This design comes from an exercise in tuning for small area, a short achievable clock period and few clock cycles on the open sky130 flow, not from production work.
In this exercise RTL edits were held to simulation tests only and were not proved equivalent to the original.
Power and IR drop assume default switching activity.

==> design/flow/run.sh <==
#!/bin/bash
# synth_recipe.tcl (not shown) runs the flow's synth.tcl, then flattens the netlist and writes it again
# the make line also repeats each setting of config.mk as NAME=value (left out here)
make -C /OpenROAD-flow-scripts/flow DESIGN_CONFIG=/design/flow/config.mk WORK_HOME=/design/flow/orfs CLKGATE_MAP_FILE= SYNTH_SCRIPT=/design/flow/synth_recipe.tcl finish
==> design/flow/config.mk <==
export PLATFORM = sky130hd
export DESIGN_NAME = frisc_core
export DESIGN_NICKNAME = frisc_core
export VERILOG_FILES = /design/flow/design.v
export SDC_FILE = /design/flow/constraint.sdc
export NUM_CORES = 4
export LEC_CHECK = 0
export CAP_MARGIN = 20
export CORE_MARGIN = 2
export CORE_UTILIZATION = 30
export SLEW_MARGIN = 20
==> design/flow/constraint.sdc <==
create_clock -name core_clock -period 8.0 [get_ports {clk}]
set_input_delay 1.6000 -clock core_clock [delete_from_list [all_inputs] [get_ports {clk}]]
set_output_delay 1.6000 -clock core_clock [all_outputs]
set_load 0.01 [all_outputs]
==> design/flow/design.v <==
module frisc_core (
    input  wire        clk,
    input  wire        rst,         
    output wire        mem_req,
    output wire        mem_we,
    output wire [31:0] mem_addr,    
    output wire [3:0]  mem_be,
    output wire [31:0] mem_wdata,
    input  wire        mem_ack,
    input  wire [31:0] mem_rdata,
    input  wire [2:0]  irq,         
    input  wire        nmi,         
    output wire        nmi_ack,
    output wire        halted,
    output wire        faulted
);
    localparam [2:0] S_RUN   = 3'd0,    
                     S_MEM   = 3'd1,    
                     S_IPUSH = 3'd2,    
                     S_IVEC  = 3'd3,    
                     S_FIX   = 3'd4,    
                     S_HALT  = 3'd5,
                     S_FAULT = 3'd6;
    localparam [2:0] K_LOAD = 3'd0, K_STORE = 3'd1, K_PUSH = 3'd2, K_POP = 3'd3,
                     K_CALL = 3'd4, K_RET = 3'd5;
    reg [2:0]  state;
    reg [31:2] pc;
    reg [31:0] regs [0:7];
    reg        fl_c, fl_v, fl_n, fl_z;
    reg        gie;
    reg [2:0]  eint;
    reg        iif;
    reg        poll_en;             
    reg        pend;                
    reg        int_nmi;             
    reg        nmi_ack_q;
    reg [31:0] addr_q;              
    reg [2:0]  kind_q;
    reg [1:0]  size_q;              
    reg [2:0]  rd_q;
    wire [7:0] sr_low = {eint, gie, fl_z, fl_n, fl_v, fl_c};
    wire [31:0] w     = mem_rdata;
    wire [4:0]  op    = w[31:27];
    wire        fn    = w[26];
    wire [2:0]  f_rd  = w[25:23];
    wire [2:0]  f_rs1 = w[22:20];
    wire [2:0]  f_rs2 = w[19:17];
    wire [3:0]  cond  = w[25:22];
    wire        srd   = w[21];
    wire        srs   = w[20];
    wire [31:0] imm   = {{12{w[19]}}, w[19:0]};
    wire is_move  = (op == 5'b00000);
    wire is_alu   = (op >= 5'b00001) && (op <= 5'b01101);
    wire is_cmp   = (op == 5'b01101);
    wire is_logic = (op == 5'b00001) || (op == 5'b00010) || (op == 5'b00011);
    wire is_arith = (op[4:2] == 3'b001) || is_cmp;
    wire is_sub   = (op == 5'b00110) || (op == 5'b00111) || is_cmp;
    wire is_shift = (op[4:3] == 2'b01) && !is_cmp && (op[2:1] != 2'b11);
    wire is_pop   = (op == 5'b10000);
    wire is_push  = (op == 5'b10001);
    wire is_ls    = (op[4:3] == 2'b10) && (op[2:1] != 2'b00);
    wire is_jp    = (op == 5'b11000);
    wire is_call  = (op == 5'b11001);
    wire is_jr    = (op == 5'b11010);
    wire is_ret   = (op == 5'b11011);
    wire is_halt  = (op == 5'b11111);
    wire is_ctl   = is_jp || is_call || is_jr || is_ret || is_halt;
    wire op_undef = (op == 5'b01110) || (op == 5'b01111) || (op == 5'b11100) ||
                    (op == 5'b11101) || (op == 5'b11110);
    wire illegal  = op_undef || (is_ctl && cond == 4'b1111);
    reg cond_ok;
    always @(*) begin
        case (cond)
            4'd0:    cond_ok = 1'b1;
            4'd1:    cond_ok = fl_n;
            4'd2:    cond_ok = !fl_n;
            4'd3:    cond_ok = fl_c;
            4'd4:    cond_ok = !fl_c;
            4'd5:    cond_ok = fl_v;
            4'd6:    cond_ok = !fl_v;
            4'd7:    cond_ok = fl_z;
            4'd8:    cond_ok = !fl_z;
            4'd9:    cond_ok = fl_c || fl_z;
            4'd10:   cond_ok = !fl_c && !fl_z;
            4'd11:   cond_ok = fl_n ^ fl_v;
            4'd12:   cond_ok = (fl_n ^ fl_v) || fl_z;
            4'd13:   cond_ok = (fl_n == fl_v);
            4'd14:   cond_ok = (fl_n == fl_v) && !fl_z;
            default: cond_ok = 1'b0;
        endcase
    end
    wire        run     = (state == S_RUN);
    wire [2:0]  sel_b   = run ? f_rs2 : rd_q;
    wire [31:0] rf_a    = regs[f_rs1];
    wire [31:0] rf_b    = regs[sel_b];
    wire [31:2] pc4     = pc + 30'd1;
    wire        a_zero  = (is_ls && !fn) || is_call;
    wire [31:0] op_a    = is_jr ? {pc4, 2'b00} : (a_zero ? 32'd0 : rf_a);
    wire [31:0] op_b    = ((fn && !(is_move && srd)) || is_jr || is_ls) ? imm : rf_b;
    wire        cin     = (op == 5'b00101) ? fl_c :
                          (op == 5'b00111) ? !fl_c :
                          (is_sub);
    wire [31:0] b_add   = is_sub ? ~op_b : op_b;
    wire [32:0] sum     = {1'b0, op_a} + {1'b0, b_add} + {32'd0, cin};
    wire        add_c   = is_sub ? !sum[32] : sum[32];
    wire        add_v   = (op_a[31] == b_add[31]) && (sum[31] != op_a[31]);
    wire [4:0]  amt     = op_b[4:0];
    wire        sh_left = (op == 5'b01000) || (op == 5'b01010);    
    wire        sh_rot  = (op == 5'b01000) || (op == 5'b01001);
    wire [4:0]  ramt    = sh_left ? (5'd0 - amt) : amt;
    wire [31:0] rot1    = ramt[0] ? {op_a[0],    op_a[31:1]}  : op_a;
    wire [31:0] rot2    = ramt[1] ? {rot1[1:0],  rot1[31:2]}  : rot1;
    wire [31:0] rot3    = ramt[2] ? {rot2[3:0],  rot2[31:4]}  : rot2;
    wire [31:0] rot4    = ramt[3] ? {rot3[7:0],  rot3[31:8]}  : rot3;
    wire [31:0] rot     = ramt[4] ? {rot4[15:0], rot4[31:16]} : rot4;
    wire [31:0] mask    = sh_left ? (32'hFFFF_FFFF << amt) : (32'hFFFF_FFFF >> amt);
    wire        fill    = (op == 5'b01100) && op_a[31];            
    wire [31:0] sh_r    = sh_rot ? rot : ((rot & mask) | ({32{fill}} & ~mask));
    wire        sh_c    = (amt != 5'd0) && (sh_left ? rot[0] : rot[31]);
    reg  [31:0] res;
    always @(*) begin
        case (1'b1)
            is_move:  res = srs ? {24'd0, sr_low} : op_b;
            is_shift: res = sh_r;
            is_arith: res = sum[31:0];
            default:  case (op[1:0])
                          2'b01:   res = op_a | op_b;
                          2'b10:   res = op_a & op_b;
                          default: res = op_a ^ op_b;
                      endcase
        endcase
    end
    wire        res_z   = (res == 32'd0);
    reg [31:0] load_val;
    always @(*) begin
        case (size_q)
            2'd0:    load_val = {24'd0, mem_rdata[8*addr_q[1:0] +: 8]};
            2'd1:    load_val = {16'd0, mem_rdata[16*addr_q[1] +: 16]};
            default: load_val = mem_rdata;
        endcase
    end
    reg [3:0]  be_d;
    reg [31:0] sdata;
    always @(*) begin
        case (size_q)
            2'd0: begin
                be_d  = 4'b0001 << addr_q[1:0];
                sdata = {4{rf_b[7:0]}};
            end
            2'd1: begin
                be_d  = addr_q[1] ? 4'b1100 : 4'b0011;
                sdata = {2{rf_b[15:0]}};
            end
            default: begin
                be_d  = 4'b1111;
                sdata = rf_b;
            end
        endcase
    end
    wire mem_phase = (state == S_MEM);
    wire use_sp    = (kind_q == K_PUSH) || (kind_q == K_POP) ||
                     (kind_q == K_CALL) || (kind_q == K_RET);
    wire push_pc   = (state == S_IPUSH) || (kind_q == K_CALL);
    wire data_we   = (kind_q == K_STORE) || (kind_q == K_PUSH) || (kind_q == K_CALL);
    assign mem_req   = run || mem_phase || (state == S_IPUSH) || (state == S_IVEC);
    assign mem_we    = (mem_phase && data_we) || (state == S_IPUSH);
    assign mem_addr  = run                                   ? {pc, 2'b00} :
                       (state == S_IVEC)                     ? 32'h0000_0008 :
                       ((state == S_IPUSH) || use_sp)        ? {regs[7][31:2], 2'b00} :
                                                               {addr_q[31:2], 2'b00};
    assign mem_be    = (mem_phase && kind_q == K_STORE) ? be_d : 4'b1111;
    assign mem_wdata = push_pc ? {pc, 2'b00} : sdata;
    assign nmi_ack   = nmi_ack_q;
    assign halted    = (state == S_HALT);
    assign faulted   = (state == S_FAULT);
    wire want_nmi = iif && nmi;
    wire want_irq = iif && gie && ((irq & eint) != 3'd0);
    wire take     = run && poll_en && (want_nmi || want_irq);
    wire exec     = run && mem_ack && !take && !pend;
    wire        sp_dec = take || (exec && (is_push || (is_call && cond_ok)));
    wire [31:2] sp_pm  = regs[7][31:2] + (sp_dec ? 30'h3FFF_FFFF : 30'd1);
    reg        we_main;
    reg [2:0]  wsel;
    reg [31:0] wd;
    reg        sp_we;
    always @(*) begin
        we_main = 1'b0;
        wsel    = f_rd;
        wd      = res;
        sp_we   = 1'b0;
        if (take) begin
            sp_we = 1'b1;
        end else if (exec && !illegal) begin
            if ((is_move && !srd) || (is_alu && !is_cmp))
                we_main = 1'b1;
            if (is_push || (is_call && cond_ok))
                sp_we = 1'b1;
        end else if (mem_phase && mem_ack) begin
            wsel = rd_q;
            wd   = load_val;
            if (kind_q == K_LOAD || kind_q == K_POP)
                we_main = 1'b1;
            if (kind_q == K_RET || (kind_q == K_POP && rd_q != 3'd7))
                sp_we = 1'b1;
        end else if (state == S_FIX) begin
            sp_we = 1'b1;
        end
    end
    wire [31:0] wd_r = rst ? 32'd0 : wd;
    integer i;
    always @(posedge clk) begin
        for (i = 0; i < 7; i = i + 1)
            if (rst || (we_main && wsel == i))
                regs[i] <= wd_r;
        if (rst)
            regs[7] <= 32'd0;
        else if (sp_we)
            regs[7] <= {sp_pm, regs[7][1:0]};
        else if (we_main && wsel == 3'd7)
            regs[7] <= wd;
    end
    always @(posedge clk) begin
        if (rst) begin
            state     <= S_RUN;
            pc        <= 30'd0;
            fl_c      <= 1'b0;
            fl_v      <= 1'b0;
            fl_n      <= 1'b0;
            fl_z      <= 1'b0;
            gie       <= 1'b0;
            eint      <= 3'd0;
            iif       <= 1'b1;
            poll_en   <= 1'b0;
            pend      <= 1'b0;
            int_nmi   <= 1'b0;
            nmi_ack_q <= 1'b0;
            addr_q    <= 32'd0;
            kind_q    <= K_LOAD;
            size_q    <= 2'd2;
            rd_q      <= 3'd0;
        end else begin
            nmi_ack_q <= 1'b0;
            case (state)
                S_RUN: begin
                    poll_en <= 1'b0;                
                    if (take) begin
                        poll_en   <= 1'b0;
                        int_nmi   <= want_nmi;
                        nmi_ack_q <= want_nmi;
                        if (want_nmi) iif <= 1'b0;
                        else          gie <= 1'b0;
                        if (mem_ack) state <= S_IPUSH;
                        else         pend  <= 1'b1;
                    end else if (mem_ack && pend) begin
                        pend  <= 1'b0;
                        state <= S_IPUSH;
                    end else if (mem_ack) begin
                        poll_en <= 1'b1;
                        pc      <= pc4;
                        rd_q    <= f_rd;
                        addr_q  <= sum[31:0];
                        if (illegal) begin
                            state <= S_FAULT;
                        end else if (is_move) begin
                            if (srd) begin
                                if (!srs) {eint, gie, fl_z, fl_n, fl_v, fl_c} <= op_b[7:0];
                            end else begin
                                fl_n <= res[31];
                                fl_z <= res_z;
                            end
                        end else if (is_alu) begin
                            fl_n <= res[31];
                            fl_z <= res_z;
                            fl_c <= is_arith ? add_c : is_shift ? sh_c : 1'b0;
                            fl_v <= is_arith ? add_v : 1'b0;
                        end else if (is_ls || is_push || is_pop) begin
                            state  <= S_MEM;
                            kind_q <= is_push ? K_PUSH : is_pop ? K_POP :
                                      op[0] ? K_STORE : K_LOAD;
                            size_q <= (is_push || is_pop) ? 2'd2 : op[2:1] - 2'd1;
                        end else if (is_jp || is_jr) begin
                            if (cond_ok)
                                pc <= is_jr ? sum[31:2] : op_b[31:2];
                        end else if (is_call) begin
                            if (cond_ok) begin
                                state  <= S_MEM;
                                kind_q <= K_CALL;
                            end
                        end else if (is_ret) begin
                            if (cond_ok) begin
                                state  <= S_MEM;
                                kind_q <= K_RET;
                                size_q <= w[1:0];
                            end
                        end else if (is_halt) begin
                            if (cond_ok) state <= S_HALT;
                        end
                    end
                end
                S_MEM: begin
                    if (mem_ack) begin
                        state <= (kind_q == K_POP && rd_q == 3'd7) ? S_FIX : S_RUN;
                        if (kind_q == K_CALL)
                            pc <= addr_q[31:2];
                        if (kind_q == K_RET) begin
                            pc <= mem_rdata[31:2];
                            if (size_q == 2'b01) gie <= 1'b1;
                            if (size_q == 2'b11) iif <= 1'b1;
                        end
                    end
                end
                S_FIX: state <= S_RUN;
                S_IPUSH: begin
                    if (mem_ack) begin
                        if (int_nmi) begin
                            pc    <= 30'h3;           
                            state <= S_RUN;
                        end else begin
                            state <= S_IVEC;
                        end
                    end
                end
                S_IVEC: begin
                    if (mem_ack) begin
                        pc    <= mem_rdata[31:2];
                        state <= S_RUN;
                    end
                end
                S_HALT:  ;
                S_FAULT: ;
                default: state <= S_FAULT;
            endcase
        end
    end
endmodule
==> results of run 1 <==
state kept, by name, summed over array words and instances, names as in the netlist, 2 cells and up:
| register | count |
|---|---|
| rd_q | 3 |
| addr_q | 32 |
| kind_q | 3 |
| state | 3 |
| size_q | 2 |
| eint | 3 |
| regs | 256 |
| pc | 30 |
cell usage in the layout, fill, tap and decap left out, types with 26 or more instances in the layout:
master           count
o22ai_1             44
ha_1               135
xor2_1              42
clkdlybuf4s50_1    105
a21o_1              27
o21a_1              26
a222oi_1            37
edfxtp_1           224
a211oi_1            56
nor2_1             332
nand2_1            452
nand3_1             59
clkbuf_16           42
inv_1              103
or3_1               37
dfxtp_1            114
mux2_2              46
xnor2_1             67
nand2b_1            33
nor2b_1             28
a21oi_1            308
nor3_1              54
o21ai_0            312
o221ai_1            51
o211ai_1            63
a31oi_1             29
mux2i_1            240
a221oi_1            34
buf_4              323
a22oi_1             71
worst paths after layout:
path | from | to | slack [ns] | depth (start not counted)
setup reg to reg | state[2] | regs[2][26] | 0.86 | 27
hold reg to reg | int_nmi | int_nmi | 0.46 | 2
hold / removal | int_nmi | int_nmi | 0.46 | 2
setup / recovery | mem_rdata[17] | regs[7][14] | 0.22 | 26
worst reg2reg max path: cells and delay by family (launching register included):
| kind | cells | cell delay [ns] |
|---|---|---|
| XOR/XNOR | 2 | 0.34 |
| flip-flops | 1 | 0.41 |
| buffers and inverters | 4 | 0.96 |
| multiplexers | 1 | 0.37 |
| AND/OR/NAND/NOR | 7 | 1.61 |
| AO/OA/AOI/OAI | 12 | 2.94 |
| adder cells (fa/ha/maj) | 1 | 0.23 |
stage by stage:
step,setup TNS (ns),setup WS (ns)
2_1_floorplan,0,0.1889
3_3_place_gp,-3.345,-0.2658
3_5_place_dp,-4.133,-0.2752
4_1_cts,0,0.2605
5_1_grt,0,0.001691
6_report,0,0.2196
routing by layer:
metal,share of wire (%),global-route usage (%)
met1,39,39.37
met2,41,42.81
met3,14,8.701
met4,5.7,14.21
met5,0.051,0
area by class of cell:
cell class	instances	area (um^2)
Fill cell	10180	63820
Multi-Input combinational cell	2951	19610
Tap cell	1298	1624
Clock buffer	50	1111
Sequential cell	342	9094
Inverter	109	409.1
Antenna cell	3	7.507
Clock inverter	26	272.8
Timing Repair Buffer	444	3761
power by group through the flow:
| stage | Sequential [mW] | Combinational [mW] | Clock [mW] |
|---|---|---|---|
| global placement | 2.95 | 9.27 | 0 |
| CTS | 2.92 | 9.31 | 1.97 |
| finish | 2.96 | 9.80 | 1.97 |
| floorplan | 2.68 | 5.08 | 0 |
| global route | 2.98 | 10.1 | 2.03 |
| detailed placement | 2.95 | 9.25 | 0 |
cell families after synthesis:
group                    after synthesis
buffers and inverters                415
multiplexers                         305
XOR/XNOR                             111
AND/OR/NAND/NOR                     1139
flip-flops                           342
other                                  1
adder cells (fa/ha/maj)              139
AO/OA/AOI/OAI                       1255
timing repair:
item	CTS	global route
gates resized for setup	0	4
setup endpoints to repair	0	22
hold endpoints to repair	0	0
==> run summary, run 1 <==
Drt via density = 6.409
Adder-cell share of the synthesized area = 5.853%
Crit Path Class = input port to flip-flop
Latest clock arrival within the worst-skew pair = 0.60 ns
Layout Skew = 0.02942 ns
Tightest Pin Transition = 1.082 ns
Sw Share = 52.15%
Ys Warns = 2
Fin area = 35890 um^2
Total track usage = 29.36%
Combinational family with the most area after synthesis = compound AO/OA/AOI/OAI gates
I/O pin cnt = 112
Most frequent cell after synthesis = nand2_1
TritonCTS clock tree = built
Pin count of the biggest net entering global routing = 81
Area fraction of the dominant cell type after synthesis = 22.35%
Area fraction in compound gates after synthesis = 27.35%
Tot Pwr = 14.73 mW
Placed instance area = 34470 um^2
Die Height = 320.8 um
Max-Cap Viols = 0
Root buf cell = clkbuf_16
Register area share after synthesis = 30.19%
RSZ-0062 raised after global routing = no
Core area = 99710 um^2
Critical path required time = 8.50 ns
Vias in the first global route = 30340
Gr ovfl total = 0
Clock Path Buffers = 3
Number of synthesized flops with an enable pin = 224
Power Density = 410.5 nW/um^2
Crit. End Element = flip-flop
Async SR Flop Fraction = 0%
Dpl hpwl = 118100 um
Final number of hold-violating endpoints = 0
Crit start category = input port
Max Slew Vio Count = 0
VDD IR max = 0.0003021 V
H-tree depth = 2
Fin crit share = 97.25%
Minimum clock period = 7.780 ns
Cell taking the most area after synthesis = edfxtp_1
Min-Delay Path Class = flip-flop to flip-flop
Worst-path fanout max = 8
Worst path slowest cell = clkdlybuf4s50_1
Most used cell, CP = o21ai_0
Hold_buf cts = 0
Remaining antenna violation count = 0
Initial antenna violation count = 13
Post-synthesis mux area share = 10.96%
Clk sink count = 342
Fin cells = 5223
Status = no timing/DRC/antenna violations
Rows = 116
Share of the core filled with cells = 35.99%
Final net count = 4067
First-pass GRT wire length = 221800 um
Layout area overhead = 19.24%
Clock Power Share = 13.4%
Initial Utilization = 30.19%
Synth top cells by count = nand2_1 (454), nor2_1 (338), o21ai_0 (318)
Logic pwr share = 66.5%
Leakage power = 14.08 nW
Final setup fails = 0
Post-DR wirelength/cell = 30.11 um
CP bufs+invs = 4
Max Freq = 128.5 MHz
Mean Syn Cell Area = 8.120 um^2
Clk slew on worst S/H paths = 0.06 ns
# port buffers = 109
Psw = 7.685 mW
Yosys reg bits = 342
Sequential share of power = 20.1%
DRT Wirelength = 157300 um
Iteration-0 DRC Markers = 5927
Post-synthesis simple-gate area fraction = 16.93%
Internal power contribution = 7.050 mW
Library cells used by synthesis = 97
First drt pass iteration count = 8
Post-synth top flop = edfxtp_1
Residual DRC = 0
Gp weighted congestion = 1.033
Die width = 320.8 um
Arr. time, crit path = 8.28 ns
Die Footprint = 102900 um^2
Slew headroom = 27.24%
Cell Area, Synth = 30100 um^2
Mapped Cells = 3707
Synth area leaders = edfxtp_1 (22%), mux2i_1 (8.0%), dfxtp_1 (7.8%)
Worst hold slack = 0.4629 ns
Post-CTS setup repair buffer count = 0
Family with the most delay on the worst path = compound AO/OA/AOI/OAI gates
Cell total after placement = 5143
Slowest stage delay, CP = 0.63 ns
Synth Area in XOR/XNOR = 3.255%
Inserted Clock Buffers = 41
DR vias = 33480
Share of cells above drive strength 1 = 13.92%
Testbench counts, summed over its fixed seeds: cycles 35,966.
==> run 2: changes to the inputs <==
--- a/design/flow/config.mk
+++ b/design/flow/config.mk
@@ -9,3 +9,4 @@
 export CORE_MARGIN = 2
 export CORE_UTILIZATION = 30
+export SETUP_SLACK_MARGIN = 1.5
 export SLEW_MARGIN = 20
==> run 2 against run 1 <==
Critical endpoint is now regs[4][1]. Sequential power barely moved. Still clean on timing, DRC and antenna. Flip-flop and latch count did not move. Wire length up 3.0%. Setup slack gained 1.3 ns. Critical path type unchanged. Largest cell class unchanged.
==> run summary, run 2 <==
Power Density = 406.9 nW/um^2 (-0.88%)
Critical path depth = 23 (-12%)
Vias in the first global route = 30310 (-0.12%)
Mapped Cells = 3707 (unchanged)
Layout Skew = 0.04265 ns (+0.01324 ns)
Final net count = 4127 (+1.5%)
Most used cell, CP = mux2i_1
Synth top cells by count = nand2_1 (454), nor2_1 (338), o21ai_0 (318)
First-pass GRT wire length = 227000 um (+2.3%)
Placed instance area = 34360 um^2 (-0.33%)
Max-Cap Viols = 0 (unchanged)
Status = no timing/DRC/antenna violations
Yosys reg bits = 342 (unchanged)
Critical path required time = 8.30 ns (-0.20 ns)
Register area share after synthesis = 30.19% (unchanged)
Leakage power = 14.67 nW (+4.2%)
Fin crit share = 80.90% (-16 points)
R2R setup slack = 1.80 ns (+0.94 ns)
Total track usage = 30.16% (+0.80 points)
H-tree depth = 2 (unchanged)
Worst path slowest cell = a222oi_1
DR vias = 33280 (-0.58%)
Residual DRC = 0 (unchanged)
TritonCTS clock tree = built
Largest regs = regs (256), addr_q (32), pc (30)
Tightest Pin Transition = 1.155 ns (+0.07235 ns)
Core area = 99710 um^2 (unchanged)
I/O pin cnt = 112 (unchanged)
Min-delay src = addr_q[30]
Most common cell after layout, fill and taps aside = nand2_1
Worst-path fanout max = 15 (+7)
Hold endpoint = addr_q[30]
Fin area = 37680 um^2 (+5.0%)
Cell total after placement = 5095 (-0.93%)
Crit Path Class = input port to flip-flop
Worst reg2reg path depth = 21 (-22%)
Inserted Clock Buffers = 41 (unchanged)
Initial antenna violation count = 8 (-5)
Arr. time, crit path = 6.77 ns (-1.51 ns)
RSZ-0062 raised after global routing = yes
Dpl hpwl = 120500 um (+2.0%)
DRT Wirelength = 162000 um (+3.0%)
Clock Path Buffers = 3 (unchanged)
Gr ovfl total = 0 (unchanged)
Root buf cell = clkbuf_16
Max Slew Vio Count = 0 (unchanged)
R2r endpoint = regs[4][1]
Remaining antenna violation count = 0 (unchanged)
# port buffers = 109 (unchanged)
Final setup fails = 0 (unchanged)
Clk sink count = 342 (unchanged)
Area fraction of the dominant cell type after synthesis = 22.35% (unchanged)
First drt pass iteration count = 10 (+2)
Die Footprint = 102900 um^2 (unchanged)
Minimum clock period = 6.472 ns (-1.309 ns)
Crit start category = input port
VDD IR max = 0.0002774 V (-8.2%)
Slew headroom = 22.85% (-4.4 points)
Max Freq = 154.5 MHz (+20%)
Async SR Flop Fraction = 0% (unchanged)
Latest clock arrival within the worst-skew pair = 0.61 ns (about the same)
Rows = 116 (unchanged)
Family with the most delay on the worst path = compound AO/OA/AOI/OAI gates
Share of the core filled with cells = 37.79% (+1.8 points)
Layout area overhead = 25.17%
Iteration-0 DRC Markers = 5484 (-7.5%)
Number of cells on the worst hold path = 2 (unchanged)
Number of synthesized flops with an enable pin = 224 (unchanged)
Mean Syn Cell Area = 8.120 um^2 (unchanged)
Synth area leaders = edfxtp_1 (22%), mux2i_1 (8.0%), dfxtp_1 (7.8%)
Drt via density = 6.302 (-1.7%)
Post-synth top flop = edfxtp_1
Share of cells above drive strength 1 = 19.75% (+5.8 points)
Die width = 320.8 um (unchanged)
Final number of hold-violating endpoints = 0 (unchanged)
Min-Delay Path Class = flip-flop to flip-flop
Clk slew on worst S/H paths = 0.06 ns (about the same)
Worst r2r src = rd_q[1]
Setup_tns = 0 ns (unchanged)
Pin count of the biggest net entering global routing = 137 (+69%)
Filler instances = 10050 (-1.2%)
Hold_buf cts = 0 (unchanged)
Most frequent cell after synthesis = nand2_1
Library cells used by synthesis = 97 (unchanged)
Slowest stage delay, CP = 0.48 ns (-0.15 ns)
Post-DR wirelength/cell = 30.68 um (+1.9%)
Gp weighted congestion = 1.010 (-2.2%)
Tot Pwr = 15.33 mW (+4.1%)
CP bufs+invs = 6 (+2)
Crit. End Element = flip-flop
Die Height = 320.8 um (unchanged)
Most used cells in the layout excluding fill and tap cells = nand2_1 (442), buf_4 (344), nor2_1 (315)
Initial Utilization = 30.19% (unchanged)
Ys Warns = 2 (unchanged)
Largest Register = regs
Fin cells = 5281 (+1.1%)
Max FFs per register = 256 (unchanged)
Cell taking the most area after synthesis = edfxtp_1
Worst path cell trace = buf_6 > buf_6 > nor4b_4 > o21ai_0 > a222oi_1 > o2bb2ai_2 > o21ai_2 > buf_4 > inv_1 > ha_1 > inv_1 > ha_1 > and2_1 > a21oi_2 > buf_12 > mux2i_1 > mux2i_1 > mux2i_1 > a21oi_1 > a31oi_2 > nor3_1 > a21oi_1 > and2_1
Cell Area, Synth = 30100 um^2 (unchanged)
-- run 2: cell counts after synthesis --
Identical to the previous run, type by type.
-- run 2: report_power, final --
part	switching [mW]	internal, mW
clock	0.839	1.17
sequential	0.524	2.44
combinational	6.55	3.81
-- run 2: worst max-delay path by stage --
| stage | startpoint | endpoint | slack (ns) |
|---|---|---|---|
| 2_1_floorplan | mem_rdata[27] | fl_z | 1.35 |
| 6_report | mem_rdata[17] | regs[4][1] | 1.53 |
| 4_1_cts | mem_rdata[17] | mem_wdata[19] | 1.50 |
| 3_5_place_dp | mem_rdata[29] | regs[7][16] | -0.19 |
| 5_1_grt | mem_rdata[19] | regs[2][26] | 1.43 |
| 3_3_place_gp | mem_rdata[29] | regs[7][16] | -0.18 |
-- run 2: stage by stage --
stage          worst slack [ns]  hold slack [ns]
3_5_place_dp            -0.1914           0.4588
6_report                  1.528           0.4847
2_1_floorplan             1.355           0.4364
4_1_cts                   1.501           0.4808
5_1_grt                   1.426           0.5102
3_3_place_gp            -0.1758           0.4508
-- run 2: cell type report --
type / count / area (um^2) / area share [%]
Multi-Input combinational cell: 2952 / 20650 / 54.82
Sequential cell: 342 / 9094 / 24.14
Timing Repair Buffer: 503 / 4483 / 11.90
Tap cell: 1298 / 1624 / 4.311
Clock buffer: 51 / 1126 / 2.989
Inverter: 109 / 422.9 / 1.122
Clock inverter: 23 / 265.3 / 0.7040
Antenna cell: 3 / 7.507 / 0.01993
-- run 2: cells by family after synthesis --
group	after synthesis	synth area share, %
buffers and inverters	415	5.450
other	1	0.01246
and+or+nand+nor	1139	16.93
adders and majority gates	139	5.853
xor gates and xnor gates	111	3.255
DFF	342	30.19
muxes	305	10.96
AOI/OAI and AO/OA	1255	27.35
-- run 2: tightest hold or removal path, delay by kind of cell (launching register included) --
| kind | cells | cell delay (ns) |
|---|---|---|
| DFF | 1 | 0.33 |
| and+or+nand+nor | 1 | 0.06 |
| AOI/OAI and AO/OA | 1 | 0.05 |
-- run 2: what timing repair did --
| action | CTS | global route |
|---|---|---|
| gates resized for setup | 164 | 148 |
| pin swaps | 60 | 79 |
| setup buffers | 51 | 51 |
| endpoints found under the setup margin | 303 | 291 |
| cloned | 4 | 3 |
-- run 2: metal layers --
metal	GRT usage [%]	vias to the layer above	wire [um]	share of wire, %
met5	0	-	52	0.032
met4	15.19	8	10140	6.3
met3	7.160	472	20080	12
met2	45.11	2428	67800	42
met1	40.40	16050	63950	39
li1	-	14330	-	-
==> run 3: changes to the inputs <==
--- a/design/flow/design.v
+++ b/design/flow/design.v
@@ -170,5 +170,5 @@
                                                                {addr_q[31:2], 2'b00};
     assign mem_be    = (mem_phase && kind_q == K_STORE) ? be_d : 4'b1111;
-    assign mem_wdata = push_pc ? {pc, 2'b00} : sdata;
+    assign mem_wdata = push_pc ? {pc, 2'b00} : (mem_phase ? sdata : 32'd0);
     assign nmi_ack   = nmi_ack_q;
     assign halted    = (state == S_HALT);
--- a/design/flow/config.mk
+++ b/design/flow/config.mk
@@ -9,4 +9,5 @@
 export CORE_MARGIN = 2
 export CORE_UTILIZATION = 30
-export SETUP_SLACK_MARGIN = 1.5
+export SETUP_SLACK_MARGIN = 2.0
 export SLEW_MARGIN = 20
+export TNS_END_PERCENT = 10
==> run 3 against run 2 <==
Still clean. Clock power rose by 8%. Flip-flop and latch count did not move. First-iteration DRC count rose by 17%. Critical path depth rose by 8. Total power fell by 3.4%. Largest power group unchanged.
==> run summary, run 3 <==
Post-DR wirelength/cell = 35.26 um (+15%)
Library cells used by synthesis = 105 (+8.2%)
Gr ovfl total = 0 (unchanged)
Final WS setup = 1.199 ns (-0.3290 ns)
# port buffers = 109 (unchanged)
First-pass GRT wire length = 270800 um (+19%)
Die Height = 323.8 um (+0.95%)
Largest regs = regs (256), addr_q (32), pc (30)
VDD IR max = 0.0001813 V (-35%)
Mapped Cells = 3795 (+2.4%)
First drt pass iteration count = 7 (-3)
Core area = 101600 um^2 (+1.9%)
Gp weighted congestion = 1.113 (+10%)
Latest clock arrival within the worst-skew pair = 0.63 ns (+0.02 ns)
Critical path required time = 8.52 ns (+0.22 ns)
Pin count of the biggest net entering global routing = 78 (-43%)
Dpl hpwl = 152300 um (+26%)
Most used cells in the layout excluding fill and tap cells = buf_4 (568), nand2_1 (393), nor2_1 (329)
Leakage power = 16.21 nW (+10%)
DRT Wirelength = 200100 um (+24%)
Cell Area, Synth = 30680 um^2 (+1.9%)
Worst reg2reg path depth = 31 (+48%)
Clk sink count = 342 (unchanged)
Cell total after placement = 5478 (+7.5%)
Number of cells on the worst hold path = 2 (unchanged)
Most used cell, CP = buf_6
Initial Utilization = 30.20% (about the same)
Layout area overhead = 34.84%
Share of cells above drive strength 1 = 25.77% (+6.0 points)
Fin cells = 5675 (+7.5%)
Final setup fails = 0 (unchanged)
Clk slew on worst S/H paths = 0.07 ns (about the same)
I/O pin cnt = 112 (unchanged)
Drt via density = 6.469 (+2.7%)
Largest Register = regs
Inserted Clock Buffers = 42 (+2.4%)
Die Footprint = 104800 um^2 (+1.9%)
Rows = 117 (+0.86%)
Initial antenna violation count = 3 (-5)
RSZ-0062 raised after global routing = yes
Synth top cells by count = nand2_1 (401), nor2_1 (355), a21oi_1 (286), o21ai_0 (286), clkbuf_1 (248)
Crit start category = flip-flop
Tot Pwr = 14.80 mW (-3.4%)
Worst path slowest cell = dfxtp_1
Status = no timing/DRC/antenna violations
Remaining antenna violation count = 0 (unchanged)
Min-Delay Path Class = flip-flop to flip-flop
Cell taking the most area after synthesis = edfxtp_1
DR vias = 36710 (+10%)
Slew headroom = 12.76% (-10 points)
Final number of hold-violating endpoints = 0 (unchanged)
Arr. time, crit path = 7.33 ns (+0.56 ns)
Tightest Pin Transition = 1.295 ns (+0.1403 ns)
Vias in the first global route = 33290 (+9.8%)
Register area share after synthesis = 29.62% (-0.57 points)
Power Density = 357.8 nW/um^2 (-12%)
Number of synthesized flops with an enable pin = 224 (unchanged)
Max Slew Vio Count = 0 (unchanged)
Final net count = 4448 (+7.8%)
Fin crit share = 85.01% (+4.1 points)
TritonCTS clock tree = built
Die width = 323.8 um (+0.95%)
Async SR Flop Fraction = 0% (unchanged)
Residual DRC = 0 (unchanged)
Layout Skew = 0.04336 ns (+0.0007083 ns)
Minimum clock period = 6.801 ns (+0.3290 ns)
Crit. End Element = flip-flop
Ys Warns = 2 (unchanged)
Synth area leaders = edfxtp_1 (22%), dfxtp_1 (7.7%), ha_1 (5.5%)
Share of the core filled with cells = 40.72% (+2.9 points)
Iteration-0 DRC Markers = 6422 (+17%)
Most common cell after layout, fill and taps aside = buf_4
Max Freq = 147.0 MHz (-4.8%)
Hold_buf cts = 0 (unchanged)
Mean Syn Cell Area = 8.085 um^2 (-0.43%)
Max-Cap Viols = 0 (unchanged)
Max FFs per register = 256 (unchanged)
Root buf cell = clkbuf_16
Slowest stage delay, CP = 1.08 ns (+0.60 ns)
Most frequent cell after synthesis = nand2_1
Clock Path Buffers = 3 (unchanged)
Total track usage = 36.82% (+6.7 points)
H-tree depth = 2 (unchanged)
Crit Path Class = flip-flop to flip-flop
Setup WS pre-CTS = -0.04473 ns (+0.1467 ns)
Yosys reg bits = 342 (unchanged)
Post-synth top flop = edfxtp_1
Worst-path fanout max = 24 (+9)
Area fraction of the dominant cell type after synthesis = 21.92% (-0.42 points)
==> run 3: repair_timing <==
item	in CTS	in global routing
pin swaps	83	107
setup endpoints to repair	336	326
gates resized for setup	172	126
setup buffers	71	38
cloned	4	3
==> run 3: path summary, 6_finish.rpt <==
path,startpoint,end,slack [ns]
hold / removal,poll_en,poll_en,0.46
hold reg to reg,poll_en,poll_en,0.46
setup / recovery,rd_q[1],pc[30],1.20
setup reg to reg,rd_q[1],pc[30],1.20
==> run 3: kinds of logic after synthesis <==
family	count (synthesis)	synth area share, %
flip-flops	342	29.62
adder cells (fa/ha/maj)	139	5.742
other	1	0.01222
XOR/XNOR	107	3.054
buffers and inverters	465	5.991
multiplexers	199	7.760
AND/OR/NAND/NOR	1182	17.91
AO/OA/AOI/OAI	1360	29.90
==> run 3: layer usage <==
metal  vias to the layer above  share of wire [%]  GRT usage, %
li1                      15290                  -             -
met1                     17900                 39         48.61
met2                      2900                 40         52.76
met3                       618                 12         8.435
met4                         2                9.0         25.99
met5                         -             0.0070             0
==> run 3: critical path, delay by kind of cell, from the launching register on <==
family / cells / cell delay, ns
multiplexers: 3 / 0.66
flip-flops: 1 / 1.08
adder cells (fa/ha/maj): 1 / 0.26
XOR/XNOR: 1 / 0.16
AO/OA/AOI/OAI: 12 / 2.74
AND/OR/NAND/NOR: 6 / 0.73
buffers and inverters: 8 / 1.03
==> run 3: layout make-up <==
cell class / instances / area [um^2]
Clock buffer: 45 / 1084
Multi-Input combinational cell: 2989 / 21690
Inverter: 137 / 541.8
Fill cell: 10200 / 60220
Tap cell: 1368 / 1712
Sequential cell: 342 / 9092
Antenna cell: 3 / 7.507
Clock inverter: 33 / 436.7
Timing Repair Buffer: 758 / 6808
==> run 3: power by group <==
part	leakage (nW)	switching [mW]	internal [mW]
Sequential	3.26	0.488	2.34
Combinational	12.2	6.07	3.75
Clock	0.721	0.901	1.26
Total	16.2	7.46	7.35
==> run 3: through the flow <==
step	instance area (um^2)	hold WS, ns	TNS [ns]
after floorplan	31600	0.4266	0
after global placement	37540	0.4492	-0.4507
after detailed placement	37550	0.4559	-0.2955
after CTS	40430	0.4638	0
after global routing	41360	0.4837	0
final	41370	0.4599	0
Testbench counts of run 3, summed over its fixed seeds: cycles 35,966.
==> run 4: changes to the inputs <==
--- a/design/flow/config.mk
+++ b/design/flow/config.mk
@@ -11,3 +11,2 @@
 export SETUP_SLACK_MARGIN = 2.0
 export SLEW_MARGIN = 20
-export TNS_END_PERCENT = 10
==> run 4 against run 3 <==
Critical endpoint is now regs[1][31]. Global-route usage up 0.33 points. Fmax up 2.4%. Cell count is 2.1% higher. Area after synthesis is the same. Non-clock buffer count up 115.
==> run summary, run 4 <==
Crit path to = regs[1][31]
Root buf cell = clkbuf_16
GRT met1 Usage = 47.40% (-1.2 points)
Cell Area, Synth = 30680 um^2 (unchanged)
Largest Register = regs
Tightest Pin Transition = 1.191 ns (-0.1040 ns)
Worst-path fanout max = 23 (-4.2%)
Gp weighted congestion = 1.110 (-0.27%)
Synth top cells by count = nand2_1 (401), nor2_1 (355), a21oi_1 (286), o21ai_0 (286), clkbuf_1 (248)
Die width = 323.8 um (unchanged)
Final net count = 4564 (+2.6%)
TritonCTS clock tree = built
Setup_tns = 0 ns (unchanged)
GRT met3 Usage = 9.971% (+1.5 points)
Core area = 101600 um^2 (unchanged)
Post-DR wirelength/cell = 34.80 um (-1.3%)
Clock Path Buffers = 3 (unchanged)
Async SR Flop Fraction = 0% (unchanged)
Yosys reg bits = 342 (unchanged)
Synth area leaders = edfxtp_1 (22%), dfxtp_1 (7.7%), ha_1 (5.5%)
Mapped Cells = 3795 (unchanged)
Minimum clock period = 6.641 ns (-0.1600 ns)
Share of cells above drive strength 1 = 33.05% (+7.3 points)
Most frequent cell after synthesis = nand2_1
Filler instances = 10170 (-0.37%)
Post-synth top flop = edfxtp_1
Max Freq = 150.6 MHz (+2.4%)
Initial antenna violation count = 16 (+13)
Ys Warns = 2 (unchanged)
DR vias = 37240 (+1.4%)
Crit path launch = state[2]
DRT Wirelength = 201700 um (+0.80%)
Worst path slowest cell = dfxtp_4
Register area share after synthesis = 29.62% (unchanged)
Total track usage = 37.15% (+0.33 points)
Remaining antenna violation count = 0 (unchanged)
Status = no timing/DRC/antenna violations
Layout Skew = 0.04776 ns (+0.004396 ns)
Residual DRC = 0 (unchanged)
Area fraction of the dominant cell type after synthesis = 21.92% (unchanged)
Pin count of the biggest net entering global routing = 69 (-12%)
Clk sink count = 342 (unchanged)
Initial Utilization = 30.20% (unchanged)
Layout area overhead = 43.75%
Vias in the first global route = 33800 (+1.5%)
Fin crit share = 83.01% (-2.0 points)
Final setup fails = 0 (unchanged)
Mean Syn Cell Area = 8.085 um^2 (unchanged)
Power Density = 363.2 nW/um^2 (+1.5%)
Most used cells in the layout excluding fill and tap cells = buf_4 (598), nand2_1 (371), nor2_1 (305)
RSZ-0062 raised after global routing = yes
Gr ovfl total = 0 (unchanged)
Die Footprint = 104800 um^2 (unchanged)
Latest clock arrival within the worst-skew pair = 0.65 ns (+0.02 ns)
Clk slew on worst S/H paths = 0.06 ns (about the same)
Max FFs per register = 256 (unchanged)
Library cells used by synthesis = 105 (unchanged)
Critical path required time = 8.50 ns (-0.02 ns)
Final WS setup = 1.359 ns (+0.1600 ns)
Iteration-0 DRC Markers = 5787 (-9.9%)
Cell taking the most area after synthesis = edfxtp_1
GRT busiest layer = met2
Max-Cap Viols = 0 (unchanged)
Min-Delay Path Class = flip-flop to flip-flop
VDD IR max = 0.0001911 V (+5.4%)
Hold_buf cts = 0 (unchanged)
# port buffers = 109 (unchanged)
Die Height = 323.8 um (unchanged)
Reg area = 9097 um^2 (about the same)
Final number of hold-violating endpoints = 0 (unchanged)
Arr. time, crit path = 7.14 ns (-0.19 ns)
Met2 usage = 53.14% (+0.38 points)
Dpl hpwl = 153500 um (+0.81%)
Crit. End Element = flip-flop
Leakage power = 17.38 nW (+7.3%)
I/O pin cnt = 112 (unchanged)
Worst reg2reg path depth = 30 (-3.2%)
First drt pass iteration count = 9 (+2)
Largest regs = regs (256), addr_q (32), pc (30)
First-pass GRT wire length = 273100 um (+0.86%)
R2R setup slack = 1.36 ns (+0.16 ns)
Multi-input logic area = 23280 um^2 (+7.3%)
H-tree depth = 2 (unchanged)
Worst r2r src = state[2]
Number of synthesized flops with an enable pin = 224 (unchanged)
Max Slew Vio Count = 0 (unchanged)
Most common cell after layout, fill and taps aside = buf_4
Slowest stage delay, CP = 0.59 ns (-0.49 ns)
Rows = 117 (unchanged)
Drt via density = 6.424 (-0.70%)
Setup WS pre-CTS = -0.03740 ns (+0.007330 ns)
Crit start category = flip-flop
Crit Path Class = flip-flop to flip-flop
R2r endpoint = regs[1][31]
Slew headroom = 20.04% (+7.3 points)
Inserted Clock Buffers = 42 (unchanged)
[run 4: what timing repair did]
item / 4_1_cts / 5_1_grt
pin swaps: 206 / 215
endpoints found under the hold margin: 0 / 0
gates cloned: 3 / 3
gates resized for setup: 499 / 298
setup endpoints to repair: 337 / 314
setup buffers: 106 / 74
[run 4: cells by family after synthesis]
kind of cell | after synthesis | share of synthesized area (%)
compound gates | 1360 | 29.90
mux | 199 | 7.760
flops | 342 | 29.62
simple gates | 1182 | 17.91
other cells | 1 | 0.01222
buf+inv | 465 | 5.991
fa+ha+maj | 139 | 5.742
xor+xnor | 107 | 3.054
[run 4: stage by stage]
| stage | power [mW] | cells | cell area [um^2] | util [%] | hold WS [ns] |
|---|---|---|---|---|---|
| floorplan | 6.889 | 3796 | 31680 | - | 0.4266 |
| global placement | 11.59 | 5524 | 37820 | 37.23 | 0.4418 |
| detailed placement | 11.54 | 5524 | 37830 | 37.24 | 0.4461 |
| CTS | 14.66 | 5711 | 42090 | 41.43 | 0.4581 |
| global route | 16.33 | 5789 | 44090 | 43.40 | 0.4785 |
| finish | 16.02 | 5796 | 44100 | 43.41 | 0.4605 |
[run 4: worst min path at each step]
stage	from	end	slack, ns	cells after the start
detailed placement	iif	iif	0.45	2
floorplan	iif	iif	0.43	2
finish	int_nmi	int_nmi	0.46	2
CTS	int_nmi	int_nmi	0.46	2
global placement	iif	iif	0.44	2
global route	int_nmi	int_nmi	0.48	2
[run 4: per-layer routing]
metal / vias up / routed length (um)
li1: 15540 / -
met1: 18080 / 76200
met2: 2894 / 81030
met3: 715 / 24600
met4: 8 / 19810
met5: - / 53
[run 4: where the power goes]
group / leakage (nW) / internal, mW / total (mW) / switching [mW]
Combinational: 13.4 / 4.56 / 11.1 / 6.56
Clock: 0.686 / 1.15 / 2.05 / 0.909
Sequential: 3.26 / 2.34 / 2.85 / 0.511
[run 4: area by class of cell]
cell class                 count  share of cell area [%]
clock buffer                  54                   2.553
tap                         1368                   3.881
inverter                     137                   1.251
antenna                        8                 0.04539
clock inverter                24                  0.7149
multi-input combinational   2990                   52.79
timing repair buffer         873                   18.14
sequential                   342                   20.63
[run 4: critical path, delay by kind of cell (launching register included)]
kind | cells | cell delay [ns]
AO/OA/AOI/OAI | 14 | 2.80
buffers and inverters | 8 | 1.63
AND/OR/NAND/NOR | 4 | 0.63
flip-flops | 1 | 0.59
adder cells (fa/ha/maj) | 1 | 0.35
multiplexers | 2 | 0.31
XOR/XNOR | 1 | 0.16
==> run 5: changes to the inputs <==
--- a/design/flow/config.mk
+++ b/design/flow/config.mk
@@ -9,4 +9,4 @@
 export CORE_MARGIN = 2
 export CORE_UTILIZATION = 30
-export SETUP_SLACK_MARGIN = 2.0
+export SETUP_SLACK_MARGIN = 1.5
 export SLEW_MARGIN = 20
==> run 5 against run 4 <==
Still clean. Synthesized cell count is the same. Total power shrank 8.3%. Area after synthesis is the same. Die area is the same. Critical endpoint is now regs[2][14]. Largest power group unchanged.
==> run summary, run 5 <==
Status = no timing/DRC/antenna violations
Area fraction in compound gates after synthesis = 29.90% (unchanged)
Number of cells on the worst hold path = 2 (unchanged)
Crit Path Class = input port to flip-flop
Cell Area, Synth = 30680 um^2 (unchanged)
Latest clock arrival within the worst-skew pair = 0.63 ns (-0.02 ns)
Inserted Clock Buffers = 41 (-2.4%)
Library cells used by synthesis = 105 (unchanged)
Async SR Flop Fraction = 0% (unchanged)
Cell total after placement = 5517 (-0.13%)
Layout area overhead = 35.58%
Final number of hold-violating endpoints = 0 (unchanged)
Hold_buf cts = 0 (unchanged)
# port buffers = 109 (unchanged)
Slew headroom = 16.75% (-3.3 points)
Drt via density = 6.427 (about the same)
Rows = 117 (unchanged)
Synth top cells by count = nand2_1 (401), nor2_1 (355), a21oi_1 (286), o21ai_0 (286), clkbuf_1 (248)
DR vias = 36730 (-1.4%)
Final WS setup = 1.302 ns (-0.05785 ns)
Clock Path Buffers = 3 (unchanged)
VDD IR max = 0.0002134 V (+12%)
Max Freq = 149.3 MHz (-0.86%)
Fin area = 41600 um^2 (-5.7%)
Iteration-0 DRC Markers = 6424 (+11%)
Layout Skew = 0.03775 ns (-0.01001 ns)
Mapped Cells = 3795 (unchanged)
Ys Warns = 2 (unchanged)
Fin crit share = 83.73% (+0.72 points)
Root buf cell = clkbuf_16
Largest Register = regs
Core area = 101600 um^2 (unchanged)
Pin count of the biggest net entering global routing = 79 (+14%)
Setup WS pre-CTS = -0.6326 ns (-0.5952 ns)
Filler instances = 10200 (+0.34%)
First-pass GRT wire length = 266400 um (-2.5%)
Initial Utilization = 30.20% (unchanged)
Final setup fails = 0 (unchanged)
Final net count = 4487 (-1.7%)
Share of cells above drive strength 1 = 27.15% (-5.9 points)
Most frequent cell after synthesis = nand2_1
Cell taking the most area after synthesis = edfxtp_1
Yosys reg bits = 342 (unchanged)
Fin cells = 5715 (-1.4%)
Placed instance area = 37490 um^2 (-0.90%)
Crit. End Element = flip-flop
Min-Delay Path Class = flip-flop to flip-flop
Arr. time, crit path = 7.05 ns (-0.09 ns)
Adder-cell share of the synthesized area = 5.742% (unchanged)
Max-Cap Viols = 0 (unchanged)
Power Density = 353.0 nW/um^2 (-2.8%)
Initial antenna violation count = 6 (-10)
Die width = 323.8 um (unchanged)
Tightest Pin Transition = 1.249 ns (+0.05795 ns)
Post-synthesis mux area share = 7.760% (unchanged)
First drt pass iteration count = 7 (-2)
Worst reg2reg path depth = 27 (-10%)
Total track usage = 36.11% (-1.0 points)
Register area share after synthesis = 29.62% (unchanged)
Clk slew on worst S/H paths = 0.06 ns (about the same)
Crit start category = input port
Largest regs = regs (256), addr_q (32), pc (30)
Gp weighted congestion = 1.077 (-3.0%)
Post-synthesis simple-gate area fraction = 17.91% (unchanged)
Post-synth top flop = edfxtp_1
Synth Area in XOR/XNOR = 3.054% (unchanged)
Number of synthesized flops with an enable pin = 224 (unchanged)
Area fraction of the dominant cell type after synthesis = 21.92% (unchanged)
RSZ-0062 raised after global routing = yes
Die Footprint = 104800 um^2 (unchanged)
Leakage power = 16.38 nW (-5.8%)
Combinational family with the most area after synthesis = compound AO/OA/AOI/OAI gates
Post-DR wirelength/cell = 34.34 um (-1.3%)
Most common cell after layout, fill and taps aside = buf_4
Max FFs per register = 256 (unchanged)
Vias in the first global route = 33300 (-1.5%)
Synth area leaders = edfxtp_1 (22%), dfxtp_1 (7.7%), ha_1 (5.5%)
Dpl hpwl = 150000 um (-2.3%)
Residual DRC = 0 (unchanged)
Max Slew Vio Count = 0 (unchanged)
Critical path required time = 8.35 ns (-0.15 ns)
Most used cells in the layout excluding fill and tap cells = buf_4 (602), nand2_1 (391), nor2_1 (329)
Die Height = 323.8 um (unchanged)
Remaining antenna violation count = 0 (unchanged)
TritonCTS clock tree = built
Gr ovfl total = 0 (unchanged)
Tot Pwr = 14.69 mW (-8.3%)
Worst-path fanout max = 18 (-22%)
DRT Wirelength = 196300 um (-2.7%)
H-tree depth = 2 (unchanged)
Mean Syn Cell Area = 8.085 um^2 (unchanged)
I/O pin cnt = 112 (unchanged)
Clk sink count = 342 (unchanged)
Minimum clock period = 6.698 ns (+0.05785 ns)
[run 5: repair_timing]
action,4_1_cts,5_1_grt
buffers inserted,65,48
resized for setup,227,196
pin swaps,83,105
gates cloned,2,2
setup endpoints to repair,326,272
[run 5: worst max-delay path, cell delays in order]
cell and delay, ns:
dlygate4sd2_1 0.37, buf_12 0.23, or3_1 0.51, o21ai_4 0.19, buf_4 0.27, buf_16 0.21
xnor2_1 0.14, ha_1 0.26, a21o_1 0.21, a21oi_2 0.22, nor2_1 0.08, a211o_2 0.34
buf_4 0.15, o311ai_4 0.27, nand2b_1 0.17, a21o_1 0.23, buf_6 0.14, xor2_4 0.15
a221oi_2 0.30, buf_4 0.21, o21ai_2 0.06, a31o_4 0.25, nor2_4 0.17, nor3_4 0.08
buf_12 0.20
[run 5: per-layer routing]
metal | vias to the layer above | track usage [%] | routed length, um
met4 | 2 | 22.82 | 16210
li1 | 15390 | - | -
met3 | 626 | 9.708 | 24750
met2 | 2823 | 52.17 | 80040
met5 | - | 0 | 7
met1 | 17890 | 47.43 | 75270
[run 5: through the flow]
stage               hold WS, ns  util, %  TNS [ns]
floorplan                0.4266        -         0
global placement         0.4454    36.90    -61.89
detailed placement       0.4554    36.90    -27.53
CTS                      0.4725    39.72         0
global route             0.5062    40.93         0
finish                   0.4770    40.95         0
[run 5: area by class of cell]
cell class                      count  area (um^2)  share of cell area (%)
Antenna cell                        5        12.51                 0.03008
Clock buffer                       49         1107                   2.662
Clock inverter                     27        310.3                  0.7459
Inverter                          137        533.0                   1.281
Multi-Input combinational cell   2989        21830                   52.47
Sequential cell                   342         9092                   21.86
Tap cell                         1368         1712                   4.115
Timing Repair Buffer              798         7007                   16.84
[run 5: kinds of logic after synthesis]
logic type,after synthesis
DFF,342
and+or+nand+nor,1182
muxes,199
adders and majority gates,139
buffers and inverters,465
xor gates and xnor gates,107
AOI/OAI and AO/OA,1360
other,1
[run 5: final timing paths]
check | start | endpoint | slack, ns
hold reg to reg | addr_q[20] | addr_q[20] | 0.48
setup reg to reg | state[0] | regs[2][14] | 1.42
hold / removal | addr_q[20] | addr_q[20] | 0.48
setup / recovery | mem_rdata[30] | regs[2][14] | 1.30
[run 5: where the power goes]
group          internal, mW  switching (mW)
Combinational          3.81            5.96
Sequential             2.34           0.531
Clock                  1.16           0.880
==> run 6: changes to the inputs <==
--- a/design/flow/design.v
+++ b/design/flow/design.v
@@ -91,7 +91,7 @@
     end
     wire        run     = (state == S_RUN);
-    wire [2:0]  sel_b   = run ? f_rs2 : rd_q;
     wire [31:0] rf_a    = regs[f_rs1];
-    wire [31:0] rf_b    = regs[sel_b];
+    wire [31:0] rf_b    = regs[f_rs2];
+    wire [31:0] rf_d    = regs[rd_q];           
     wire [31:2] pc4     = pc + 30'd1;
     wire        a_zero  = (is_ls && !fn) || is_call;
@@ -146,13 +146,13 @@
             2'd0: begin
                 be_d  = 4'b0001 << addr_q[1:0];
-                sdata = {4{rf_b[7:0]}};
+                sdata = {4{rf_d[7:0]}};
             end
             2'd1: begin
                 be_d  = addr_q[1] ? 4'b1100 : 4'b0011;
-                sdata = {2{rf_b[15:0]}};
+                sdata = {2{rf_d[15:0]}};
             end
             default: begin
                 be_d  = 4'b1111;
-                sdata = rf_b;
+                sdata = rf_d;
             end
         endcase
@@ -170,5 +170,5 @@
                                                                {addr_q[31:2], 2'b00};
     assign mem_be    = (mem_phase && kind_q == K_STORE) ? be_d : 4'b1111;
-    assign mem_wdata = push_pc ? {pc, 2'b00} : (mem_phase ? sdata : 32'd0);
+    assign mem_wdata = push_pc ? {pc, 2'b00} : sdata;
     assign nmi_ack   = nmi_ack_q;
     assign halted    = (state == S_HALT);
==> run 6 against run 5 <==
Clock power about the same. Critical endpoint is now regs[7][19]. Fmax is 1.3% higher. Combinational power down 48%. Critical path depth unchanged. Worst hold slack worse by 0.026 ns. Via count increased by 1.0%. Die area increased by 6.7%.
==> run summary, run 6 <==
Worst reg2reg path depth = 21 (-22%)
Largest Register = regs
Largest regs = regs (256), addr_q (32), pc (30)
Initial Utilization = 30.18% (about the same)
Arr. time, crit path = 7.11 ns (+0.06 ns)
Fin area = 39910 um^2 (-4.1%)
Max Freq = 151.3 MHz (+1.3%)
Crit path launch = mem_rdata[28]
Synth area leaders = edfxtp_1 (21%), dfxtp_1 (7.2%), mux2i_1 (5.9%)
First drt pass iteration count = 6 (-1)
Iteration-0 DRC Markers = 6243 (-2.8%)
Inserted Clock Buffers = 41 (unchanged)
Post-synthesis mux area share = 11.64% (+3.9 points)
Cell taking the most area after synthesis = edfxtp_1
Layout area overhead = 21.84%
H-tree depth = 2 (unchanged)
Combinational family with the most area after synthesis = compound AO/OA/AOI/OAI gates
Tightest Pin Transition = 1.277 ns (+0.02843 ns)
Internal power contribution = 5.290 mW (-28%)
Share of cells above drive strength 1 = 19.57% (-7.6 points)
Async SR Flop Fraction = 0% (unchanged)
Final setup fails = 0 (unchanged)
Share of the core filled with cells = 36.77% (-4.2 points)
Die Height = 334.4 um (+3.3%)
Rows = 121 (+3.4%)
Library cells used by synthesis = 106 (+0.95%)
TritonCTS clock tree = built
Ys Warns = 2 (unchanged)
Layout Skew = 0.05331 ns (+0.01556 ns)
Max-Cap Viols = 0 (unchanged)
Slew headroom = 14.85% (-1.9 points)
Number of cells on the worst hold path = 2 (unchanged)
Area fraction in compound gates after synthesis = 28.87% (-1.0 points)
Latest clock arrival within the worst-skew pair = 0.62 ns (about the same)
Crit Path Class = input port to flip-flop
Total track usage = 31.55% (-4.6 points)
Core area = 108600 um^2 (+6.8%)
Root buf cell = clkbuf_16
Gr ovfl total = 0 (unchanged)
I/O pin cnt = 112 (unchanged)
Mapped Cells = 4027 (+6.1%)
Critical path required time = 8.50 ns (+0.15 ns)
Residual DRC = 0 (unchanged)
Synth top cells by count = nand2_1 (441), nor2_1 (369), a21oi_1 (305)
Most used cells in the layout excluding fill and tap cells = nand2_1 (430), buf_4 (356), nor2_1 (353)
Die Footprint = 111800 um^2 (+6.7%)
Sequential share of power = 26.6% (+7.1 points)
Most frequent cell after synthesis = nand2_1
Cell Area, Synth = 32760 um^2 (+6.8%)
Drt via density = 6.561 (+2.1%)
Gp weighted congestion = 1.044 (-3.0%)
Register area share after synthesis = 27.75% (-1.9 points)
Leakage power = 15.42 nW (-5.9%)
RSZ-0062 raised after global routing = yes
Slowest stage delay, CP = 0.49 ns (-0.02 ns)
Post-synth top flop = edfxtp_1
Min-Delay Path Class = flip-flop to flip-flop
Psw = 4.486 mW (-39%)
Min-delay src = poll_en
Die width = 334.4 um (+3.3%)
Yosys reg bits = 342 (unchanged)
Mean Syn Cell Area = 8.134 um^2 (+0.61%)
Clock Power Share = 21.0% (+7.1 points)
Adder-cell share of the synthesized area = 5.378% (-0.36 points)
Hold_buf cts = 0 (unchanged)
Dpl hpwl = 138500 um (-7.7%)
Placed instance area = 37010 um^2 (-1.3%)
Area fraction of the dominant cell type after synthesis = 20.53% (-1.4 points)
Logic pwr share = 52.4% (-14 points)
Most common cell after layout, fill and taps aside = nand2_1
Crit start category = input port
Tot Pwr = 9.776 mW (-33%)
Clock Path Buffers = 3 (unchanged)
VDD IR max = 0.0001822 V (-15%)
Crit. End Element = flip-flop
DRT Wirelength = 184400 um (-6.0%)
First-pass GRT wire length = 257000 um (-3.5%)
Fin crit share = 82.62% (-1.1 points)
Final net count = 4387 (-2.2%)
Initial antenna violation count = 5 (-1)
Post-synthesis simple-gate area fraction = 17.01% (-0.91 points)
Remaining antenna violation count = 0 (unchanged)
# port buffers = 109 (unchanged)
Vias in the first global route = 33770 (+1.4%)
Final number of hold-violating endpoints = 0 (unchanged)
Max FFs per register = 256 (unchanged)
Minimum clock period = 6.610 ns (-0.08850 ns)
Max Slew Vio Count = 0 (unchanged)
Clk slew on worst S/H paths = 0.06 ns (about the same)
Power Density = 244.9 nW/um^2 (-31%)
Worst path slowest cell = or4b_4
Synth Area in XOR/XNOR = 2.995% (-0.060 points)
Sw Share = 45.89% (-4.3 points)
Status = no timing/DRC/antenna violations
DR vias = 37120 (+1.0%)
Pin count of the biggest net entering global routing = 84 (+6.3%)
Number of synthesized flops with an enable pin = 224 (unchanged)
Worst r2r src = pc[2]
Clk sink count = 342 (unchanged)
Worst-path fanout max = 8 (-10)
Post-DR wirelength/cell = 32.60 um (-5.1%)
==> run 6: cell types whose count changed in the layout (fill, tap and decap cells not counted), sizes merged, moves of 28 or more <==
cell / before / now
buf: 695 / 387
o211ai: 24 / 75
mux2i: 147 / 193
a22oi: 103 / 75
mux4: 27 / 62
nand2: 403 / 443
nor3: 62 / 104
==> run 6: area by class of cell <==
type,count,area [um^2]
fillers,11000,68640
multi-input cells,3174,22840
flip-flops and latches,342,9100
repair buffers,489,4119
well taps,1414,1769
clock buffers,51,1125
inverters,161,629.4
clock inverters,24,322.8
diodes,2,5.005
==> run 6: repair_timing <==
item / CTS / global route
gates resized for setup: 130 / 118
pin swaps: 46 / 59
setup endpoints to repair: 280 / 267
buffers inserted: 28 / 26
hold endpoints to repair: 0 / 0
==> run 6: layer usage <==
metal	vias to the layer above	track usage (%)	part of all wire [%]
met5	-	0	0.035
met4	8	17.28	6.9
met3	612	9.946	14
met2	3085	46.09	41
met1	17870	41.15	38
li1	15540	-	-
==> run 6: kinds of logic after synthesis <==
logic type / Yosys count
AOI/OAI and AO/OA: 1399
and+or+nand+nor: 1224
xor gates and xnor gates: 112
buffers and inverters: 512
other: 1
adders and majority gates: 139
muxes: 298
DFF: 342
==> run 6: critical path, delay by kind of cell <==
kind | cells | cell delay, ns
AND/OR/NAND/NOR | 6 | 1.41
adder cells (fa/ha/maj) | 2 | 0.41
buffers and inverters | 5 | 0.68
AO/OA/AOI/OAI | 10 | 2.39
XOR/XNOR | 2 | 0.59
==> run 6: worst paths after layout <==
| check | endpoint | slack (ns) |
|---|---|---|
| max | regs[7][19] | 1.39 |
| max reg2reg | regs[7][26] | 1.80 |
| min reg2reg | poll_en | 0.45 |
| min | poll_en | 0.45 |
==> run 6: per-stage QoR <==
| step | cells | hold WS [ns] | setup WS (ns) | TNS, ns |
|---|---|---|---|---|
| 5_1_grt | 5655 | 0.4709 | 1.287 | 0 |
| 3_5_place_dp | 5526 | 0.4444 | -0.01636 | -0.1141 |
| 6_report | 5657 | 0.4515 | 1.390 | 0 |
| 3_3_place_gp | 5526 | 0.4404 | 0.1485 | 0 |
| 4_1_cts | 5629 | 0.4520 | 1.502 | 0 |
| 2_1_floorplan | 4028 | 0.4321 | 1.504 | 0 |
==> run 6: power by group through the flow <==
stage	registers, mW	clock network (mW)	logic [mW]
2_1_floorplan	2.39	0	2.58
3_3_place_gp	2.60	0	4.59
3_5_place_dp	2.60	0	4.57
4_1_cts	2.56	2.06	4.76
5_1_grt	2.61	2.13	5.29
6_report	2.60	2.05	5.12
Testbench counts of run 6, summed over its fixed seeds: cycles 35,966.
==> run 7: changes to the inputs <==
--- a/design/flow/config.mk
+++ b/design/flow/config.mk
@@ -6,4 +6,5 @@
 export NUM_CORES = 4
 export LEC_CHECK = 0
+export ABC_AREA = 1
 export CAP_MARGIN = 20
 export CORE_MARGIN = 2
==> run 7 against run 6 <==
Still clean. Global-route usage is 3.4 points higher. Register-to-register slack better by 0.30 ns. Worst hold slack better by 0.028 ns. Design area is 6.9% lower. Wire length is 6.4% higher. Combinational power is 29% higher. Highest routed layer unchanged.
==> run summary, run 7 <==
DR vias = 38800 (+4.5%)
Dpl hpwl = 150400 um (+8.7%)
Most used cell, CP = buf_4
Rows = 119 (-1.7%)
Remaining antenna violation count = 0 (unchanged)
First-pass GRT wire length = 270400 um (+5.2%)
Drt via density = 6.040 (-7.9%)
Layout area overhead = 17.47%
Crit path to = fl_z
Share of cells above drive strength 1 = 9.777% (-9.8 points)
Min-Delay Path Class = flip-flop to flip-flop
Arr. time, crit path = 7.07 ns (-0.04 ns)
First drt pass iteration count = 6 (unchanged)
Residual DRC = 0 (unchanged)
TritonCTS clock tree = built
R2r endpoint = regs[5][17]
Clock Path Buffers = 3 (unchanged)
Final WS setup = 1.478 ns (+0.08765 ns)
Iteration-0 DRC Markers = 5664 (-9.3%)
Sequential share of power = 25.0% (-1.6 points)
Psw = 6.060 mW (+35%)
Worst-path fanout max = 17 (+9)
Setup_tns = 0 ns (unchanged)
Cell Area, Synth = 31620 um^2 (-3.5%)
Slowest stage delay, CP = 0.58 ns (+0.09 ns)
Tightest Pin Transition = 1.252 ns (-0.02493 ns)
Library cells used by synthesis = 66 (-38%)
Final net count = 5176 (+18%)
Largest regs = regs (256), addr_q (32), pc (30)
Crit path launch = mem_rdata[19]
Number of synthesized flops with an enable pin = 224 (unchanged)
Die Height = 328.7 um (-1.7%)
Internal power contribution = 5.398 mW (+2.0%)
Critical path required time = 8.55 ns (+0.05 ns)
Area fraction of the dominant cell type after synthesis = 21.27% (+0.74 points)
Cell total after placement = 6339 (+15%)
Gr ovfl total = 0 (unchanged)
Max Freq = 153.3 MHz (+1.3%)
Post-DR wirelength/cell = 30.56 um (-6.3%)
Latest clock arrival within the worst-skew pair = 0.63 ns (about the same)
Mean Syn Cell Area = 6.481 um^2 (-20%)
Fin cells = 6424 (+14%)
Most frequent cell after synthesis = nand2_1
Final setup fails = 0 (unchanged)
Share of the core filled with cells = 35.38% (-1.4 points)
RSZ-0062 raised after global routing = yes
Family with the most delay on the worst path = simple AND/OR/NAND/NOR gates
Vias in the first global route = 34880 (+3.3%)
Post-synth top flop = edfxtp_1
Core area = 105000 um^2 (-3.3%)
Mapped Cells = 4879 (+21%)
Most common cell after layout, fill and taps aside = nand2_1
Crit start category = input port
Worst hold slack = 0.4794 ns (+0.02790 ns)
Synth area leaders = edfxtp_1 (21%), nand2_1 (15%), o21ai_0 (7.5%)
Register area share after synthesis = 28.74% (+1.0 points)
CP bufs+invs = 7 (+2)
Worst r2r src = pc[3]
Max Slew Vio Count = 0 (unchanged)
Placed instance area = 35280 um^2 (-4.7%)
Initial Utilization = 30.12% (-0.053 points)
Gp weighted congestion = 1.067 (+2.2%)
Inserted Clock Buffers = 42 (+2.4%)
Largest Register = regs
Critical path depth = 29 (+16%)
VDD IR max = 0.0002169 V (+19%)
Setup WS pre-CTS = 0.1173 ns (+0.1337 ns)
Layout Skew = 0.03376 ns (-0.01955 ns)
Crit. End Element = flip-flop
Status = no timing/DRC/antenna violations
Most used cells in the layout excluding fill and tap cells = nand2_1 (1246), inv_1 (479), o21ai_0 (450)
Pin count of the biggest net entering global routing = 62 (-26%)
Power Density = 308.5 nW/um^2 (+26%)
Fin area = 37140 um^2 (-6.9%)
Number of cells on the worst hold path = 2 (unchanged)
Leakage power = 16.04 nW (+4.0%)
Worst path slowest cell = clkdlybuf4s50_1
Initial antenna violation count = 10 (+5)
I/O pin cnt = 112 (unchanged)
R2R setup slack = 2.10 ns (+0.30 ns)
Filler instances = 11410 (+3.7%)
Async SR Flop Fraction = 0% (unchanged)
Sw Share = 52.89% (+7.0 points)
Total track usage = 34.98% (+3.4 points)
Cell taking the most area after synthesis = edfxtp_1
Hold_buf cts = 0 (unchanged)
Max-Cap Viols = 0 (unchanged)
DRT Wirelength = 196300 um (+6.4%)
Clock Power Share = 17.2% (-3.8 points)
Max FFs per register = 256 (unchanged)
Crit Path Class = input port to flip-flop
# port buffers = 109 (unchanged)
Root buf cell = clkbuf_16
Die Footprint = 108000 um^2 (-3.4%)
Worst reg2reg path depth = 22 (+4.8%)
Minimum clock period = 6.522 ns (-0.08765 ns)
Final number of hold-violating endpoints = 0 (unchanged)
Die width = 328.7 um (-1.7%)
Fin crit share = 81.53% (-1.1 points)
Logic pwr share = 57.8% (+5.4 points)
Slew headroom = 16.42% (+1.6 points)
Clk slew on worst S/H paths = 0.07 ns (about the same)
Ys Warns = 2 (unchanged)
Tot Pwr = 11.46 mW (+17%)
Yosys reg bits = 342 (unchanged)
Synth top cells by count = nand2_1 (1259), inv_1 (485), o21ai_0 (473)
Clk sink count = 342 (unchanged)
H-tree depth = 2 (unchanged)
## run 7: cell families after synthesis
logic type	synth area share (%)
flip-flops	28.74
adder cells (fa/ha/maj)	5.571
XOR/XNOR	2.299
AO/OA/AOI/OAI	24.23
other	0.01186
AND/OR/NAND/NOR	29.44
buffers and inverters	9.702
## run 7: per-layer routing
| layer | GRT usage, % | wire, um |
|---|---|---|
| met5 | 0 | 61 |
| met3 | 8.684 | 23520 |
| met2 | 51.24 | 80380 |
| met4 | 23.61 | 16610 |
| met1 | 45.25 | 75740 |
## run 7: power by group through the flow
stage / clock (mW) / combinational (mW) / sequential, mW
floorplan: 0 / 3.23 / 2.62
global placement: 0 / 6.25 / 2.87
detailed placement: 0 / 6.22 / 2.85
CTS: 1.97 / 6.28 / 2.82
global route: 2.03 / 6.86 / 2.87
finish: 1.97 / 6.63 / 2.87
## run 7: how the worst min path moves through the flow
stage / startpoint / endpoint / slack, ns
6_report: poll_en / poll_en / 0.48
5_1_grt: poll_en / poll_en / 0.50
4_1_cts: poll_en / poll_en / 0.48
3_5_place_dp: poll_en / poll_en / 0.47
3_3_place_gp: poll_en / poll_en / 0.46
2_1_floorplan: addr_q[3] / addr_q[3] / 0.44
## run 7: final cells by class
class	instances	area [um^2]	area share, %
antenna	1	2.502	0.006737
clock buffer	50	1101	2.964
clock inverter	28	245.2	0.6602
inverter	517	1954	5.262
multi-input combinational	3754	20040	53.95
sequential	342	9089	24.47
tap	1391	1740	4.686
timing repair buffer	341	2972	8.000
## run 7: worst min-delay path, cell delays in order (launching register included)
cell and delay [ns]:
dfxtp_1 0.31, nand2_1 0.06, a21oi_1 0.06
## run 7: timing repair
action / 4_1_cts / 5_1_grt
gates resized for setup: 45 / 103
cloned: 0 / 0
hold endpoints to repair: 0 / 0
endpoints found under the setup margin: 158 / 248
pin swaps: 1 / 11
setup buffers: 2 / 4
